From an optimization exercise on the open Yosys and OpenROAD flow, aimed at small area, a short achievable clock period and few clock cycles; shortcuts taken in it are not production practice.
Only simulation tests tie the RTL to the original design; equivalence was not proved.
Power and IR drop assume default switching activity.

### flow/constraint.sdc
create_clock -name core_clock -period 7.0 [get_ports {clk}]
set_input_delay 1.4000 -clock core_clock [delete_from_list [all_inputs] [get_ports {clk}]]
set_output_delay 1.4000 -clock core_clock [all_outputs]
set_load 0.01 [all_outputs]
### flow/config.mk
export PLATFORM = sky130hd
export DESIGN_NAME = frame_extractor
export DESIGN_NICKNAME = frame_extractor
export VERILOG_FILES = /design/flow/design.v
export SDC_FILE = /design/flow/constraint.sdc
export NUM_CORES = 4
export LEC_CHECK = 0
export CAP_MARGIN = 20
export CORE_MARGIN = 2
export CORE_UTILIZATION = 40
export SETUP_SLACK_MARGIN = 3.0
export SLEW_MARGIN = 20
export SYNTH_MEMORY_MAX_BITS = 16384
### flow/run.sh
#!/bin/bash
# synth_recipe.tcl (not shown) runs the flow's synth.tcl, then flattens the netlist and writes it again
# the make line also repeats each setting of config.mk as NAME=value (left out here)
make -C /OpenROAD-flow-scripts/flow DESIGN_CONFIG=/design/flow/config.mk WORK_HOME=/design/flow/orfs CLKGATE_MAP_FILE= SYNTH_SCRIPT=/design/flow/synth_recipe.tcl finish
### flow/design.v
module crc32_word (
    input  wire [31:0] r,       
    input  wire [31:0] d,       
    output reg  [31:0] q        
);
    integer i;
    always @(*) begin
        q = r ^ d;
        for (i = 0; i < 32; i = i + 1)
            q = q[0] ? ((q >> 1) ^ 32'hEDB88320) : (q >> 1);
    end
endmodule
module frame_extractor (
    input  wire        clk,
    input  wire        rst,             
    input  wire        in_valid,
    output wire        in_ready,
    input  wire [31:0] in_data,
    output reg         out_valid,
    input  wire        out_ready,
    output reg         out_last,
    output reg  [4:0]  out_info,        
    output reg  [31:0] out_stored,
    output reg  [31:0] out_calc,
    output reg  [7:0]  out_type,
    output reg  [31:0] out_length,
    output wire [31:0] out_data_start,
    output reg  [31:0] out_data_end,
    output wire [31:0] out_vlq_count
);
    localparam [1:0] L_HDR   = 2'd0;
    localparam [1:0] L_RUNS  = 2'd1;
    localparam [1:0] L_BYTES = 2'd2;
    reg [1:0]  lstate;
    reg [5:0]  lrc;             
    reg [8:0]  lbc;             
    reg        lbytes;          
    reg        in_ready_q;
    reg        pend_valid;      
    reg        pend_runs_done;
    reg [8:0]  pend_L;
    reg [5:0]  pend_C;
    reg        q1_valid;        
    reg        q1_runs_done;
    reg [8:0]  q1_L;
    reg [5:0]  q1_C;
    reg        ib_run, ib_byte, ib_lastrun;
    reg [31:0] ib_data;
    reg [5:0]  run_acc;         
    reg [5:0]  run_wp;          
    reg [7:0]  wacc;            
    reg [7:0]  wr_ptr;          
    reg [31:0] mem  [0:63];
    reg [8:0]  fifo [0:31];
    reg [5:0]  rnext;           
    reg [7:0]  rel_ptr;         
    wire       take;
    assign in_ready = in_ready_q;
    wire       acc     = in_valid & in_ready_q;
    wire       acc_hdr = acc & (lstate == L_HDR);
    wire       acc_run = acc & (lstate == L_RUNS);
    wire       acc_byt = acc & (lstate == L_BYTES);
    wire [8:0] hL      = in_data[8:0];
    wire [5:0] hC      = in_data[21:16];
    reg [1:0]  lstate_n;
    always @(*) begin
        lstate_n = lstate;
        if (acc) begin
            case (lstate)
                L_HDR:   lstate_n = (hC != 6'd0) ? L_RUNS : (hL != 9'd0) ? L_BYTES : L_HDR;
                L_RUNS:  if (lrc <= 6'd2) lstate_n = lbytes ? L_BYTES : L_HDR;
                default: if (lbc <= 9'd4) lstate_n = L_HDR;
            endcase
        end
    end
    wire [5:0] used_r = run_acc - rnext;
    wire [7:0] used_w = wacc - rel_ptr;       
    reg        ready_n;
    always @(*) begin
        case (lstate_n)
            L_HDR:   ready_n = !q1_valid && !(pend_valid && acc_hdr);
            L_RUNS:  ready_n = acc_run ? (used_r <= 6'd28) : (used_r <= 6'd30);
            default: ready_n = used_w[7] || (acc_byt ? (used_w <= 8'd62) : (used_w <= 8'd63));
        endcase
    end
    always @(posedge clk) begin
        ib_data <= in_data;
        if (rst) begin
            lstate         <= L_HDR;
            in_ready_q     <= 1'b1;
            pend_valid     <= 1'b0;
            pend_runs_done <= 1'b0;
            q1_valid       <= 1'b0;
            ib_run         <= 1'b0;
            ib_byte        <= 1'b0;
            run_acc        <= 6'd0;
            run_wp         <= 6'd0;
            wacc           <= 8'd0;
            wr_ptr         <= 8'd0;
        end else begin
            lstate     <= lstate_n;
            in_ready_q <= ready_n;
            ib_run     <= acc_run;
            ib_byte    <= acc_byt;
            ib_lastrun <= (lrc <= 6'd2);
            if (acc_hdr) begin
                lrc            <= hC;
                lbc            <= hL;
                lbytes         <= (hL != 9'd0);
            end
            if (acc_run) begin
                lrc     <= lrc - 6'd2;
                run_acc <= run_acc + 6'd2;
            end
            if (acc_byt) begin
                lbc  <= lbc - 9'd4;
                wacc <= wacc + 8'd1;
            end
            if (ib_run)
                run_wp <= run_wp + 6'd2;
            if (ib_byte)
                wr_ptr <= wr_ptr + 8'd1;
            if (take) begin
                pend_valid     <= q1_valid;
                pend_L         <= q1_L;
                pend_C         <= q1_C;
                pend_runs_done <= q1_runs_done || (ib_run && ib_lastrun);
                q1_valid       <= 1'b0;
                if (acc_hdr) begin
                    if (q1_valid) begin
                        q1_valid     <= 1'b1;
                        q1_L         <= hL;
                        q1_C         <= hC;
                        q1_runs_done <= (hC == 6'd0);
                    end else begin
                        pend_valid     <= 1'b1;
                        pend_L         <= hL;
                        pend_C         <= hC;
                        pend_runs_done <= (hC == 6'd0);
                    end
                end
            end else begin
                if (ib_run && ib_lastrun) begin
                    if (q1_valid) q1_runs_done <= 1'b1;
                    else          pend_runs_done <= 1'b1;
                end
                if (acc_hdr) begin
                    if (pend_valid) begin
                        q1_valid     <= 1'b1;
                        q1_L         <= hL;
                        q1_C         <= hC;
                        q1_runs_done <= (hC == 6'd0);
                    end else begin
                        pend_valid     <= 1'b1;
                        pend_L         <= hL;
                        pend_C         <= hC;
                        pend_runs_done <= (hC == 6'd0);
                    end
                end
            end
        end
    end
    always @(posedge clk) begin
        if (ib_byte)
            mem[wr_ptr[5:0]] <= ib_data;
        if (ib_run) begin
            fifo[{run_wp[4:1], 1'b0}] <= ib_data[8:0];
            fifo[{run_wp[4:1], 1'b1}] <= ib_data[24:16];
        end
    end
    localparam [2:0] X_IDLE  = 3'd0;    
    localparam [2:0] X_P0    = 3'd1;    
    localparam [2:0] X_P1    = 3'd2;    
    localparam [2:0] X_VLQ   = 3'd3;    
    localparam [2:0] X_SETUP = 3'd4;    
    localparam [2:0] X_PAY   = 3'd5;    
    localparam [2:0] X_MISM  = 3'd6;    
    localparam [2:0] X_FIN0  = 3'd7;    
    reg [2:0]  xs;
    reg        hold;            
    reg [6:0]  nwords;          
    reg [5:0]  runs_left;       
    reg [5:0]  cur_slots;       
    reg [7:0]  bbase;           
    reg [5:0]  rbase;           
    reg [8:0]  front;           
    reg [8:0]  h;               
    reg [8:0]  rem;             
    reg        hchg;            
    reg        drop_is_rem_q;
    reg [8:0]  h_drop_q;
    reg [8:0]  rem_drop_q;
    reg [8:0]  p;               
    reg [8:0]  left;            
    reg [31:0] w0, w1;          
    reg        v0, v1;
    reg [7:0]  rp_abs;          
    reg [6:0]  rp_rel;          
    reg [8:0]  fstart;          
    reg [8:0]  n8r;             
    reg [31:0] stored;
    reg [7:0]  ftype;
    reg [31:0] vacc;            
    reg [7:0]  k;               
    reg        ovf;
    reg        trunc_r;
    reg [8:0]  ds_r;            
    reg        fin_cont;        
    reg [1:0]  tq;              
    reg        first;           
    reg [6:0]  chunks;          
    reg [31:0] pd;
    reg        pd_v, pd_first;
    reg [1:0]  pd_tq;
    reg [31:0] crc;
    reg        rec_pending;     
    reg        fin1, fin2;      
    reg        dec_q;           
    reg        rec_tr, rec_ov, rec_pay0, rec_lastv;
    reg [8:0]  rec_p;           
    reg [8:0]  rec_left;        
    reg [8:0]  rec_c;           
    reg        cv_lt_q;         
    reg [8:0]  front_c_q;       
    reg [9:0]  ods;
    reg [7:0]  ovq;
    assign out_data_start = {22'd0, ods};
    assign out_vlq_count  = {24'd0, ovq};
    wire       have_run = (runs_left != 6'd0);
    wire       dir      = !have_run || (front >= rem);
    wire [8:0] drop     = dir ? rem : front;
    wire [8:0] fifo_rd  = fifo[rnext[4:0]];
    wire       busy = rec_pending | dec_q | hchg;
    assign take = (xs == X_IDLE) && pend_valid && pend_runs_done &&
                  ((pend_L != 9'd0) || !rec_pending);
    wire [63:0] wpair = {w1, w0};
    wire [31:0] V     = wpair >> {p[1:0], 3'b000};
    wire [7:0]  V0 = V[7:0], V1 = V[15:8], V2 = V[23:16], V3 = V[31:24];
    wire        lft0 = (left != 9'd0);
    wire        lft1 = (left > 9'd1);
    wire        lft2 = (left > 9'd2);
    wire        lft3 = (left > 9'd3);
    wire [7:0]  m0 = lft0 ? V0 : 8'd0;
    wire [7:0]  m1 = lft1 ? V1 : 8'd0;
    wire [7:0]  m2 = lft2 ? V2 : 8'd0;
    wire [7:0]  m3 = lft3 ? V3 : 8'd0;
    wire        p0_mism = !lft1 || (V0 != 8'h44) || (V1 != 8'h00);
    wire        p1_novlq = !lft3;                  
    wire        p1_le    = ({2'b00, V3[6:0]} <= n8r);
    wire [8:0]  p1_pay   = p1_le ? {2'b00, V3[6:0]} : n8r;
    wire        s_le     = (vacc[31:9] == 23'd0) && (vacc[8:0] <= left);
    wire [8:0]  s_pay    = s_le ? vacc[8:0] : left;
    wire [8:0]  ds_k     = 9'd7 + {1'b0, k};
    wire [1:0]  lead = 2'd0 - tq;
    wire [31:0] pay_word = first ? (V << {lead, 3'b000}) : V;
    reg [2:0] adv;
    always @(*) begin
        case (xs)
            X_P0:    adv = 3'd4;
            X_P1:    adv = p1_novlq ? 3'd0 : 3'd4;
            X_VLQ:   adv = lft0 ? 3'd1 : 3'd0;
            X_PAY:   adv = (first && tq != 2'd0) ? {1'b0, tq} : 3'd4;
            default: adv = 3'd0;
        endcase
    end
    wire       pay_last = (xs == X_PAY) && (chunks == 7'd1);
    wire       step     = v0 & v1 & ~(pay_last & rec_pending);
    wire [2:0] lane_sum = {1'b0, p[1:0]} + adv;
    wire       shift    = step & lane_sum[2];
    wire [8:0] p_adv    = p + {6'd0, adv};
    wire [8:0] left_adv = (left > {6'd0, adv}) ? (left - {6'd0, adv}) : 9'd0;
    wire [7:0] wdiff = wr_ptr - rp_abs;
    wire       avail = (rp_rel >= nwords) || ((wdiff != 8'd0) && (wdiff <= 8'd64));
    wire       s0v   = shift ? v1 : v0;
    wire       s1v   = shift ? 1'b0 : v1;
    wire       fetch = avail && !(s0v && s1v) && (xs != X_IDLE);
    wire [31:0] rdata = mem[rp_abs[5:0]];
    reg  [31:0] crc_init;
    always @(*) begin
        case (pd_tq)
            2'd0: crc_init = 32'hFFFFFFFF;
            2'd1: crc_init = 32'hA32E2681;
            2'd2: crc_init = 32'h9A1C9D90;
            default: crc_init = 32'hF0958FD9;
        endcase
    end
    wire [31:0] crc_next;
    crc32_word u_crc (
        .r (pd_first ? crc_init : crc),
        .d (pd),
        .q (crc_next)
    );
    wire [31:0] calc = rec_pay0 ? 32'd0 : ~crc;
    wire        chk  = !rec_tr && !rec_ov && (calc == out_stored);
    task automatic jump(input [8:0] tgt, input [8:0] tleft);
        begin
            p      <= tgt;
            left   <= tleft;
            v0     <= 1'b0;
            v1     <= 1'b0;
            rp_abs <= bbase + {1'b0, tgt[8:2]};
            rp_rel <= {2'b00, tgt[8:2]};
        end
    endtask
    task automatic consume_run;
        begin
            runs_left <= runs_left - 6'd1;
            front     <= fifo_rd;
            rnext     <= rnext + 6'd1;
        end
    endtask
    task automatic job_done;
        begin
            bbase     <= bbase + {1'b0, nwords};
            rbase     <= rbase + cur_slots;
            rnext     <= rbase + cur_slots;
            runs_left <= 6'd0;
            h         <= 9'd0;
            xs        <= X_IDLE;
            v0        <= 1'b0;
            v1        <= 1'b0;
        end
    endtask
    task automatic finish_frame(input [8:0] pe, input [8:0] pleft, input pay0);
        begin
            out_stored  <= stored;
            out_type    <= ftype;
            out_length  <= vacc;
            ovq         <= k;
            ods         <= {1'b0, fstart} + {1'b0, ds_r};
            out_data_end <= {23'd0, fstart} + {23'd0, ds_r} + vacc;
            rec_tr      <= trunc_r;
            rec_ov      <= ovf;
            rec_pay0    <= pay0;
            rec_lastv   <= (pleft == 9'd0);
            rec_p       <= pe;
            rec_left    <= pleft;
            rec_c       <= pe - fstart;
            rec_pending <= 1'b1;
            fin1        <= 1'b1;
        end
    endtask
    always @(posedge clk) begin
        if (rst) begin
            xs          <= X_IDLE;
            hold        <= 1'b0;
            out_valid   <= 1'b0;
            out_last    <= 1'b0;
            rec_pending <= 1'b0;
            fin1        <= 1'b0;
            fin2        <= 1'b0;
            dec_q       <= 1'b0;
            pd_v        <= 1'b0;
            hchg        <= 1'b1;
            bbase       <= 8'd0;
            rbase       <= 6'd0;
            rnext       <= 6'd0;
            rel_ptr     <= 8'd0;
            runs_left   <= 6'd0;
            h           <= 9'd0;
            v0          <= 1'b0;
            v1          <= 1'b0;
        end else begin
            rel_ptr       <= bbase + {1'b0, h[8:2]};
            hchg          <= 1'b0;
            drop_is_rem_q <= dir;
            h_drop_q      <= h + drop;
            rem_drop_q    <= rem - drop;
            if (out_valid && out_ready) begin
                out_valid   <= 1'b0;
                rec_pending <= 1'b0;
            end
            pd_v <= 1'b0;
            if (pd_v)
                crc <= crc_next;
            fin1  <= 1'b0;
            fin2  <= fin1;
            dec_q <= fin2;
            if (fin2) begin
                out_calc    <= calc;
                out_info    <= {rec_ov, rec_tr, chk, 2'b00};
                out_last    <= chk ? rec_lastv : drop_is_rem_q;
                out_valid   <= 1'b1;
                cv_lt_q     <= (rec_c < front);
                front_c_q   <= front - rec_c;
            end
            if (shift) begin
                w0 <= w1;
                v0 <= v1;
                v1 <= 1'b0;
            end
            if (fetch) begin
                if (!s0v) begin
                    w0 <= rdata;
                    v0 <= 1'b1;
                end else begin
                    w1 <= rdata;
                    v1 <= 1'b1;
                end
                rp_abs <= rp_abs + 8'd1;
                rp_rel <= rp_rel + 7'd1;
            end
            if (step) begin
                p    <= p_adv;
                left <= left_adv;
                case (xs)
                    X_P0: begin
                        fstart <= p;
                        n8r    <= left - 9'd8;
                        stored <= {m2, m3, 16'd0};
                        xs     <= p0_mism ? X_MISM : X_P1;
                    end
                    X_P1: begin
                        stored[15:0] <= {m0, m1};
                        ftype        <= m2;
                        ovf          <= 1'b0;
                        if (p1_novlq) begin
                            vacc     <= 32'd0;
                            k        <= 8'd0;
                            ds_r     <= 9'd7;
                            trunc_r  <= 1'b1;
                            fin_cont <= 1'b0;
                            xs       <= X_FIN0;
                        end else begin
                            vacc <= {25'd0, V3[6:0]};
                            k    <= 8'd1;
                            ds_r <= 9'd8;
                            trunc_r <= !p1_le;
                            if (V3[7]) begin
                                xs <= X_VLQ;
                            end else if (p1_pay == 9'd0) begin
                                fin_cont <= 1'b1;
                                xs       <= X_FIN0;
                            end else begin
                                tq     <= p1_pay[1:0];
                                first  <= 1'b1;
                                chunks <= p1_pay[8:2] + {6'd0, (p1_pay[1:0] != 2'd0)};
                                xs     <= X_PAY;
                            end
                        end
                    end
                    X_VLQ: begin
                        if (!lft0) begin
                            ds_r     <= ds_k;
                            trunc_r  <= 1'b1;
                            fin_cont <= 1'b0;
                            xs       <= X_FIN0;
                        end else begin
                            if (vacc[31:25] != 7'd0) ovf <= 1'b1;
                            vacc <= {vacc[24:0], V0[6:0]};
                            k    <= k + 8'd1;
                            if (!V0[7]) xs <= X_SETUP;
                        end
                    end
                    X_SETUP: begin
                        ds_r    <= ds_k;
                        trunc_r <= !s_le;
                        if (s_pay == 9'd0) begin
                            fin_cont <= 1'b1;
                            xs       <= X_FIN0;
                        end else begin
                            tq     <= s_pay[1:0];
                            first  <= 1'b1;
                            chunks <= s_pay[8:2] + {6'd0, (s_pay[1:0] != 2'd0)};
                            xs     <= X_PAY;
                        end
                    end
                    X_PAY: begin
                        pd       <= pay_word;
                        pd_v     <= 1'b1;
                        pd_first <= first;
                        pd_tq    <= tq;
                        first    <= 1'b0;
                        chunks   <= chunks - 7'd1;
                        if (chunks == 7'd1) begin
                            finish_frame(p_adv, left_adv, 1'b0);
                            xs <= X_P0;
                        end
                    end
                    X_FIN0: begin
                        if (!rec_pending && !hold) begin
                            finish_frame(p, left, 1'b1);
                            xs   <= fin_cont ? X_P0 : X_FIN0;
                            hold <= !fin_cont;
                        end
                    end
                    default: ;
                endcase
            end
            if (xs == X_MISM && !busy) begin
                out_valid   <= 1'b1;
                rec_pending <= 1'b1;
                out_info    <= 5'b00001;
                out_last    <= drop_is_rem_q;
                out_stored  <= 32'd0;
                out_calc    <= 32'd0;
                out_type    <= 8'd0;
                out_length  <= 32'd0;
                ovq         <= 8'd0;
                ods         <= {1'b0, h};
                out_data_end <= {23'd0, h_drop_q};
                h           <= h_drop_q;
                rem         <= rem_drop_q;
                hchg        <= 1'b1;
                if (have_run) consume_run;
                if (drop_is_rem_q) begin
                    job_done;
                end else begin
                    xs <= X_P0;
                    jump(h_drop_q, rem_drop_q);
                end
            end
            if (dec_q) begin
                hchg <= 1'b1;
                if (out_info[2]) begin
                    h   <= rec_p;
                    rem <= rec_left;
                    if (have_run && cv_lt_q)
                        front <= front_c_q;
                    else if (have_run)
                        consume_run;
                    if (out_last) job_done;
                end else begin
                    hold        <= 1'b0;
                    h           <= h_drop_q;
                    rem         <= rem_drop_q;
                    if (have_run) consume_run;
                    if (out_last) begin
                        job_done;
                    end else begin
                        xs <= X_P0;
                        jump(h_drop_q, rem_drop_q);
                    end
                end
            end
            if (take) begin
                nwords    <= (pend_L + 9'd3) >> 2;
                runs_left <= pend_C;
                cur_slots <= (pend_C + 6'd1) & 6'b111110;
                if (pend_C != 6'd0) begin
                    front <= fifo_rd;
                    rnext <= rnext + 6'd1;
                end
                h    <= 9'd0;
                rem  <= pend_L;
                hchg <= 1'b1;
                if (pend_L == 9'd0) begin
                    out_valid    <= 1'b1;
                    rec_pending  <= 1'b1;
                    out_last     <= 1'b1;
                    out_info     <= 5'b00010;
                    out_stored   <= 32'd0;
                    out_calc     <= 32'd0;
                    out_type     <= 8'd0;
                    out_length   <= 32'd0;
                    ovq          <= 8'd0;
                    ods          <= 10'd0;
                    out_data_end <= 32'd0;
                    rbase        <= rbase + ((pend_C + 6'd1) & 6'b111110);
                    rnext        <= rbase + ((pend_C + 6'd1) & 6'b111110);
                end else begin
                    xs <= X_P0;
                    jump(9'd0, pend_L);
                end
            end
        end
    end
endmodule
==> summary.txt <==
==> logic make-up (layout without fill, tap and decap cells) <==
family                   Yosys count  in the layout  synth area share, %
multiplexers                     947            947                 14.6
other                              1             48              0.00288
AO/OA/AOI/OAI                    837            837                 3.96
adder cells (fa/ha/maj)          192            192                 1.98
flip-flops                      3044           3044                 69.2
buffers and inverters            597           1288                 1.87
XOR/XNOR                         500            500                 3.92
AND/OR/NAND/NOR                 1317           1318                 4.43
==> path summary, 6_finish.rpt <==
check | start | to | slack (ps) | cells past startpoint
max | front[0]$_DFFE_PN_ | h_drop_q[8]$_DFFE_PN_ | 2900 | 24
max reg2reg | front[0]$_DFFE_PN_ | h_drop_q[8]$_DFFE_PN_ | 2900 | 24
min reg2reg | trunc_r$_DFFE_PP_ | rec_tr$_DFFE_PP_ | 420 | 0
min | trunc_r$_DFFE_PP_ | rec_tr$_DFFE_PP_ | 420 | 0
==> worst max-delay path: cells and delay by family, from the launching register on <==
family | cells | cell delay (ps)
xor gates and xnor gates | 2 | 260
buffers and inverters | 3 | 300
DFF | 1 | 430
muxes | 1 | 310
and+or+nand+nor | 5 | 500
AOI/OAI and AO/OA | 11 | 1550
adders and majority gates | 2 | 470
==> per-layer routing <==
layer	track usage (%)	up-vias	wire [microns]
li1	-	30200	-
met1	29.4	37700	148000
met2	34.6	2694	173000
met3	2.72	543	23100
met4	5.98	4	10300
met5	0	-	27
==> area by class of cell <==
cell class | instances | area (sq um)
Antenna cell | 2 | 5.00
Clock buffer | 415 | 8720
Clock inverter | 156 | 1380
Fill cell | 27300 | 173000
Inverter | 177 | 689
Multi-Input combinational cell | 3840 | 39600
Sequential cell | 3044 | 90300
Tap cell | 4325 | 5410
Timing Repair Buffer | 540 | 5010
==> cell usage after synthesis, types with 11 or more instances <==
library cell / number / area, sq um
mux4_2: 756 / 17000
nor2b_1: 37 / 231
a21o_1: 62 / 465
inv_1: 173 / 649
and2_1: 39 / 244
o22ai_1: 32 / 200
nor4_1: 24 / 150
nand3_1: 77 / 385
xnor2_2: 19 / 309
a31oi_1: 18 / 113
o21ai_0: 182 / 911
o21bai_1: 23 / 173
fa_1: 24 / 480
a221oi_1: 13 / 114
or3_1: 15 / 93.8
and3_1: 16 / 100
o221ai_1: 21 / 184
nor3_1: 75 / 375
a22oi_1: 13 / 97.6
nand2b_1: 35 / 219
nand4_1: 30 / 188
a211oi_1: 45 / 338
nand2_1: 434 / 1630
xnor2_1: 296 / 2590
mux2i_1: 134 / 1340
clkbuf_1: 277 / 1040
nor2_1: 494 / 1850
mux2_2: 56 / 631
edfxtp_1: 2917 / 87600
dfxtp_1: 127 / 2540
buf_4: 46 / 345
o21a_1: 19 / 143
ha_1: 168 / 2100
o211ai_1: 20 / 150
buf_1: 91 / 342
xnor2_4: 20 / 551
o22a_1: 11 / 96.3
xor2_1: 148 / 1300
a21oi_1: 298 / 1490
or2_2: 18 / 113
==> what timing repair did <==
item | 4_1_cts | 5_1_grt
hold buffers | 0 | 0
gates resized for setup | 97 | 126
setup endpoints to repair | 235 | 159
gates cloned | 4 | 1
pin swaps | 52 | 83
buffers inserted | 62 | 98
==> power by group through the flow <==
stage	clock (mW)	sequential, mW	combinational (mW)
2_1_floorplan	0	20.7	2.31
3_3_place_gp	0	20.8	3.57
3_5_place_dp	0	20.8	3.60
4_1_cts	16.9	20.4	3.68
5_1_grt	17.6	20.4	3.92
6_report	16.6	20.4	3.72
==> flow_metrics.tcl <==
set metrics [dict create \
    ys_ff_latch 3044 \
    clock_path_buffers 4 \
    synth_edf_count 2917 \
    layout_commonest_cell "edfxtp_1" \
    dp.cells 11800 \
    root_buffer "clkbuf_16" \
    slew_viol_final 0 \
    status "finished clean" \
    syn-cell-area_sq_mm 0.130 \
    leakage_nw 49.3 \
    synth_ff_type "edfxtp_1" \
    drive_gt1_share_pct 24.0 \
    synth.avg_cell_area_sq_um 17.5 \
    seq_power_share_pct 50.1 \
    num_vias 71100 \
    pwr-share-clk_pct 40.7 \
    grt_overflow 0 \
    tns_ps 0 \
    ir_drop_mv 0.233 \
    ios 244 \
    num-nets-final 8154 \
    clkTransAtPathRegs_ps 60 \
    numCtsBuffers 323 \
    yosys_warnings 2 \
    fmax_mhz 244 \
    min_path_type "reg -> reg" \
    utilization_pct 46.6 \
    clock_skew_ps 75.1 \
    placed_area_sq_mm 0.138 \
    rsz0062_at_grt "yes" \
    worstSetupPathType "reg -> reg" \
    slowest_stage "edfxtp_1" \
    relSlewSlack_pct 26.7 \
    cpPeakStageDelay_ps 430 \
    worst_slew_pin_slew_ps 1100 \
    async_reset_ff_share_pct 0 \
    setup_viol 0 \
    worst_slack_ps 2900 \
    cts_sinks 3044 \
    crit_chain "inv_2 > ha_4 > nand2b_4 > a21o_1 > a21o_1 > a21o_1 > a21o_1 > a21o_1 > a21oi_2 > nor2b_1 > o21ai_2 > nand2_4 > buf_4 > mux2_2 > ha_4 > inv_1 > nor2_2 > nor2_2 > o21bai_1 > a21oi_2 > o21bai_1 > a21oi_2 > xnor2_1 > xnor2_1" \
    power_switching_mw 9.28 \
    end_kind "flop" \
    drt-pass1-iter-count 7 \
    grt_usage_pct 21.0 \
    whs_ps 422 \
    synth_cells 7435 \
    swShare_pct 22.8 \
    grt_pass1_vias 70500 \
    period_needed_ps 4100 \
    avgRoutedWirePerCell_microns 28.3 \
    hold_violations 0 \
    vias_per_cell 5.69 \
    p_total_mw 40.7 \
    fp.dieH_microns 575 \
    dp_hpwl_microns 204000 \
    seq_area_frac_synth_pct 69.2 \
    grt_pass1_wl_microns 507000 \
    start_kind "flop" \
    first_iter_violations 7759 \
    yosysUniqueCellTypes 83 \
    crit_arrival_ps 4660 \
    cpMostUsedCell "a21o_1" \
    worstPathRequired_ps 7560 \
    layout_common_cells "edfxtp_1 (2,917), mux4_2 (756), nand2_1 (430)" \
    critical_path.max_fanout 7 \
    clk_latency_ps 890 \
    core_area_sq_mm 0.324 \
    antenna_left 0 \
    drv_cap 0 \
    combPwrFrac_pct 9.1 \
    antenna_found_initial 14 \
    cts_tree "built" \
    h-tree-depth 5 \
    fin_crit_sh_pct 58.5 \
    final_area_sq_mm 0.151 \
    grt_max_degree 116 \
    die_x_microns 575 \
    drt-total-wl_microns 354000 \
    place_ws_ps 1900 \
    drc_errors 0 \
    place_congestion 0.900 \
    power_density_mw_per_mm2 270 \
    numPortBuffers 197 \
    area_growth_pct 16.0 \
    dieArea_sq_mm 0.330 \
    intPower_mw 31.5 \
    layoutNonFillerInstCount 12500 \
    start_util_pct 40.2 \
    largest_reg_flops 2048 \
    placementRows 209 \
]
Testbench counts, summed over its fixed seeds: cycles 21,786.

## what the ideal ports hide
In the flow no input, the clock included, has a driving cell. The finished layout below was timed again as built, in two steps. Step 1 assumes that a clkbuf_16 drives the clock port and a buf_2 every other input. Step 2 times the ports against the registers' clock, not the clock port: input delays grow and output delays shrink by t, the midpoint of the rising clock arrivals with the driver on. a / b / c = ideal ports / drivers / drivers and shift; a / b = the first two.
t, ns: 0.950
setup slack, ns: 2.902 / 2.902 / 2.450
worst setup path at the end: input to register
slew at the worst register clock pin (ns): 0.07 / 0.07
cell pins on the clock port's net: 1
After both steps setup and hold are still met in this run. For this run, drivers alone change the setup slack by 0.000 ns; drivers and shift together by -0.452 ns.
